Source: an optimization exercise on an open RTL-to-GDS flow (aim: small area, a short achievable clock period and few clock cycles). Production flows keep margins and buffers that such runs may drop.
Only simulation tests tie the RTL to the original design; equivalence was not proved.
No activity file was given, so power comes from the tool's default toggle rates.

## rev 12
## mbxrc
module mbxrc (
    input  wire        clk,
    input  wire        rst,         
    input  wire        side_fw,     
    input  wire        req_valid,
    input  wire        req_we,
    input  wire [7:0]  req_addr,
    input  wire [31:0] req_wdata,
    output reg         req_ready,
    output reg  [31:0] req_rdata,
    output reg         mem_valid,
    output reg         mem_we,
    output reg  [6:0]  mem_addr,
    output reg  [31:0] mem_wdata,
    input  wire        mem_ready,
    input  wire [31:0] mem_rdata,
    output reg         diag_valid,
    output reg  [31:0] diag_data
);
Size: ~4900 cells after synthesis, ~830 flip-flops, roughly 190 I/O pins.
export LEC_CHECK = 0
export CAP_MARGIN = 20
export CORE_MARGIN = 2
export CORE_UTILIZATION = 40
export CTS_CLUSTER_DIAMETER = 60
export CTS_CLUSTER_SIZE = 20
export SETUP_SLACK_MARGIN = 4
export SLEW_MARGIN = 20
create_clock -name core_clock -period 10.0 [get_ports {clk}]
run.sh (not shown) runs the stock make flow with config.mk's settings and CLKGATE_MAP_FILE= SYNTH_SCRIPT=/design/flow/synth_recipe.tcl, a recipe that flattens the netlist after the stock synthesis.
Testbench counts of rev 12, summed over its fixed seeds: cycles 45,311.
diff inputs: rev 12 => rev 13
-- flow/design.v --
<<< rev 12, line 223
        acc = sv[IDLE] | sv[RC] | sv[RW] | sv[PPUB] | (sv[F0] && (!dE || is_clear)) |
              sv[F1] | sv[F2] | sv[GWR] |
              sv[TOMB] | sv[D1] | sv[D2] | sv[D3] | sv[D4] | sv[OPN] | sv[ATT] | sv[SIG] |
              sv[WT] | (sv[XF] && !(put_k0 && put_stop)) |
              (sv[F3] && (!f3fail || is_clear)) |
              (sv[F4] && (f32 || is_clear)) |
              (sv[FIN] && is_clear);
        awe = sv[PPUB] | sv[GWR] | sv[TOMB] | sv[OPN] | (sv[SIG] && (o == O_SIGWR)) |
>>> rev 13, line 223
        acc = sv[IDLE] | sv[RC] | sv[RW] | sv[PPUB] | (sv[F0] && (!dE || is_clear)) |
              sv[F1] | sv[F2] | sv[GWR] |
              sv[TOMB] | sv[D1] | sv[D2] | sv[D4] | sv[D5] | sv[OPN] | sv[ATT] | sv[SIG] |
              sv[WT] | (sv[XF] && !(put_k0 && put_stop)) |
              (sv[F3] && (!f3fail || is_clear)) |
              (sv[F4] && ((!f32 && is_clear) || (f32 && !(is_dump && fV)))) |
              (sv[FIN] && is_clear);
        awe = sv[PPUB] | sv[GWR] | sv[TOMB] | sv[OPN] | (sv[SIG] && (o == O_SIGWR)) |
<<< rev 12, line 290
            if (sv[D2])   nx[D3]   = 1'b1;
            if (sv[D3])   nx[D4]   = 1'b1;
            if (sv[D4])   begin nx[FIN] = walk_end; nx[F0] = !walk_end; end
            if (sv[OPN])  nx[OPN]  = 1'b1;
            if (sv[ATT])  nx[ATT]  = 1'b1;
>>> rev 13, line 290
            if (sv[D2])   nx[D3]   = 1'b1;
            if (sv[D3])   nx[D4]   = 1'b1;
            if (sv[D4])   nx[D5]   = 1'b1;
            if (sv[D5])   begin nx[FIN] = walk_end; nx[F0] = !walk_end; end
            if (sv[OPN])  nx[OPN]  = 1'b1;
            if (sv[ATT])  nx[ATT]  = 1'b1;
<<< rev 12, line 322
        end
        if (sv[F0]) fdel = 6'd3;
        if (sv[F3]) fdel = (is_dump && fV) ? 6'h3E : 6'd1;     
        if (sv[F1] || sv[D1] || sv[D2]) fdel = 6'd1;
        if (sv[F4]) begin
            if (is_rcv) fdel = 6'h3D;                            
            else if (is_dump && fV) fdel = 6'd1;
            else begin fsrc = mem_rdata[7:2]; fdel = 6'd8; end
        end
        if (sv[D4]) begin fsrc = mem_rdata[7:2]; fdel = 6'd8; end
    end
    wire [5:0] fw_n    = (fsrc + fdel) & cmask_x;
>>> rev 13, line 323
        end
        if (sv[F0]) fdel = 6'd3;
        if (sv[F3] || sv[F1] || sv[D1] || sv[D2] || sv[D3]) fdel = 6'd1;
        if (sv[F4]) begin
            if (is_rcv || (is_dump && fV)) fdel = 6'h3D;        
            else begin fsrc = mem_rdata[7:2]; fdel = 6'd8; end
        end
        if (sv[D5]) begin fsrc = mem_rdata[7:2]; fdel = 6'd8; end
    end
    wire [5:0] fw_n    = (fsrc + fdel) & cmask_x;
<<< rev 12, line 336
                    (sv[XF] && xf_last && ph) || sv[F2] ||
                    (sv[F0] && is_clear && fail_n) || (sv[F3] && is_clear && !f32_n) ||
                    (((sv[F4] && !is_rcv && !(is_dump && fV)) || sv[D4]) && walk_end);
    wire rcs = sv[IDLE] ? (mem_ready ? !wrcsel : wrcsel) :
               sv[RC]   ? is_put :
>>> rev 13, line 335
                    (sv[XF] && xf_last && ph) || sv[F2] ||
                    (sv[F0] && is_clear && fail_n) || (sv[F3] && is_clear && !f32_n) ||
                    (((sv[F4] && !is_rcv && !(is_dump && fV)) || sv[D5]) && walk_end);
    wire rcs = sv[IDLE] ? (mem_ready ? !wrcsel : wrcsel) :
               sv[RC]   ? is_put :
<<< rev 12, line 407
    end
    always @(*) begin
        diag_valid = ((sv[F3] && is_dump && fV && !fS && !fM && f32_n) ||
                      (sv[F4] && is_dump && fV && f32) ||
                      sv[D1] || sv[D2] || sv[D3] || sv[D4]) && mem_ready;
        if (sv[F3])      diag_data = MAGIC_VALID;
        else if (sv[D4]) diag_data = pos;
        else             diag_data = mem_rdata;
    end
>>> rev 13, line 406
    end
    always @(*) begin
        diag_valid = (sv[F4] && is_dump && fV && f32) || sv[D3] ||
                     ((sv[D1] || sv[D2] || sv[D4] || sv[D5]) && mem_ready);
        if (sv[F4])      diag_data = MAGIC_VALID;
        else if (sv[D3]) diag_data = 32'd32;
        else if (sv[D5]) diag_data = pos;
        else             diag_data = mem_rdata;
    end
<<< rev 12, line 459
    wire we_pos = (op_start && (wrefpv || mem_ready)) || (sv[RC] && mem_ready) ||
                  (sv[F4] && f32 && !is_rcv && !(is_dump && fV) && mem_ready) ||
                  (sv[D4] && mem_ready) || (sv[ATT] && k[0] && mem_ready) ||
                  sv[W0] || (sv[WT] && mem_ready);
    wire [31:0] pos_d = (sv[F4] || sv[D4]) ? inc32 :
                        sv[ATT] ? apack :
                        ((sv[IDLE] && wrefpv) || sv[W0] || sv[WT]) ? ab : mem_rdata;
>>> rev 13, line 458
    wire we_pos = (op_start && (wrefpv || mem_ready)) || (sv[RC] && mem_ready) ||
                  (sv[F4] && f32 && !is_rcv && !(is_dump && fV) && mem_ready) ||
                  (sv[D5] && mem_ready) || (sv[ATT] && k[0] && mem_ready) ||
                  sv[W0] || (sv[WT] && mem_ready);
    wire [31:0] pos_d = (sv[F4] || sv[D5]) ? inc32 :
                        sv[ATT] ? apack :
                        ((sv[IDLE] && wrefpv) || sv[W0] || sv[WT]) ? ab : mem_rdata;
<<< rev 12, line 569
                wl <= wl - 3'd1;
            end
            if (sv[D4] && mem_ready) begin
                n  <= n + 3'd1;
                wl <= wl - 3'd1;
>>> rev 13, line 568
                wl <= wl - 3'd1;
            end
            if (sv[D5] && mem_ready) begin
                n  <= n + 3'd1;
                wl <= wl - 3'd1;
Results
- Total power: rev 13 below rev 12
- Rev 13 and rev 12 ended up with nearly the same worst hold slack.
- Diff rev 12..rev 13 | area taken by flip-flops and latches | negligible
- Diff rev 12 -> rev 13: detailed-route wire length rose by 0.57%; number of instances in the placed design saw a decrease.
Testbench counts of rev 13, summed over its fixed seeds: cycles 45,433.

==> separate check: timing with driven ports <==
Ports are ideal in the flow. The routed layouts listed here were re-timed in OpenROAD. Step 1 (the two cells are an assumption about what drives the block):
set clk [get_ports {clk}]
set_driving_cell -lib_cell sky130_fd_sc_hd__clkbuf_16 $clk
set_driving_cell -lib_cell sky130_fd_sc_hd__buf_2 [delete_from_list [all_inputs] $clk]
Step 2 also shifts input and output timing later by t, the mid clock arrival at the registers, as if the neighbouring blocks saw the same clock. Three values: no drivers, after step 1, after step 2; two values: the first two.
| run | shift t [ns] | setup WS [ns] | worst setup path at the end | worst register clock-pin slew, ns | worst slew at a driven data input, ns |
|---|---|---|---|---|---|
| rev 12 | 0.774 | 3.627 / 3.573 / 3.210 | input to register | 0.09 / 0.09 | 0.07 |
| rev 13 | 0.746 | 3.830 / 3.774 / 3.310 | input to register | 0.09 / 0.09 | 0.07 |
After both steps every run listed still meets setup and hold. The setup slack of rev 13, which loses most, moves by -0.056 ns with the drivers and by -0.520 ns with both steps.
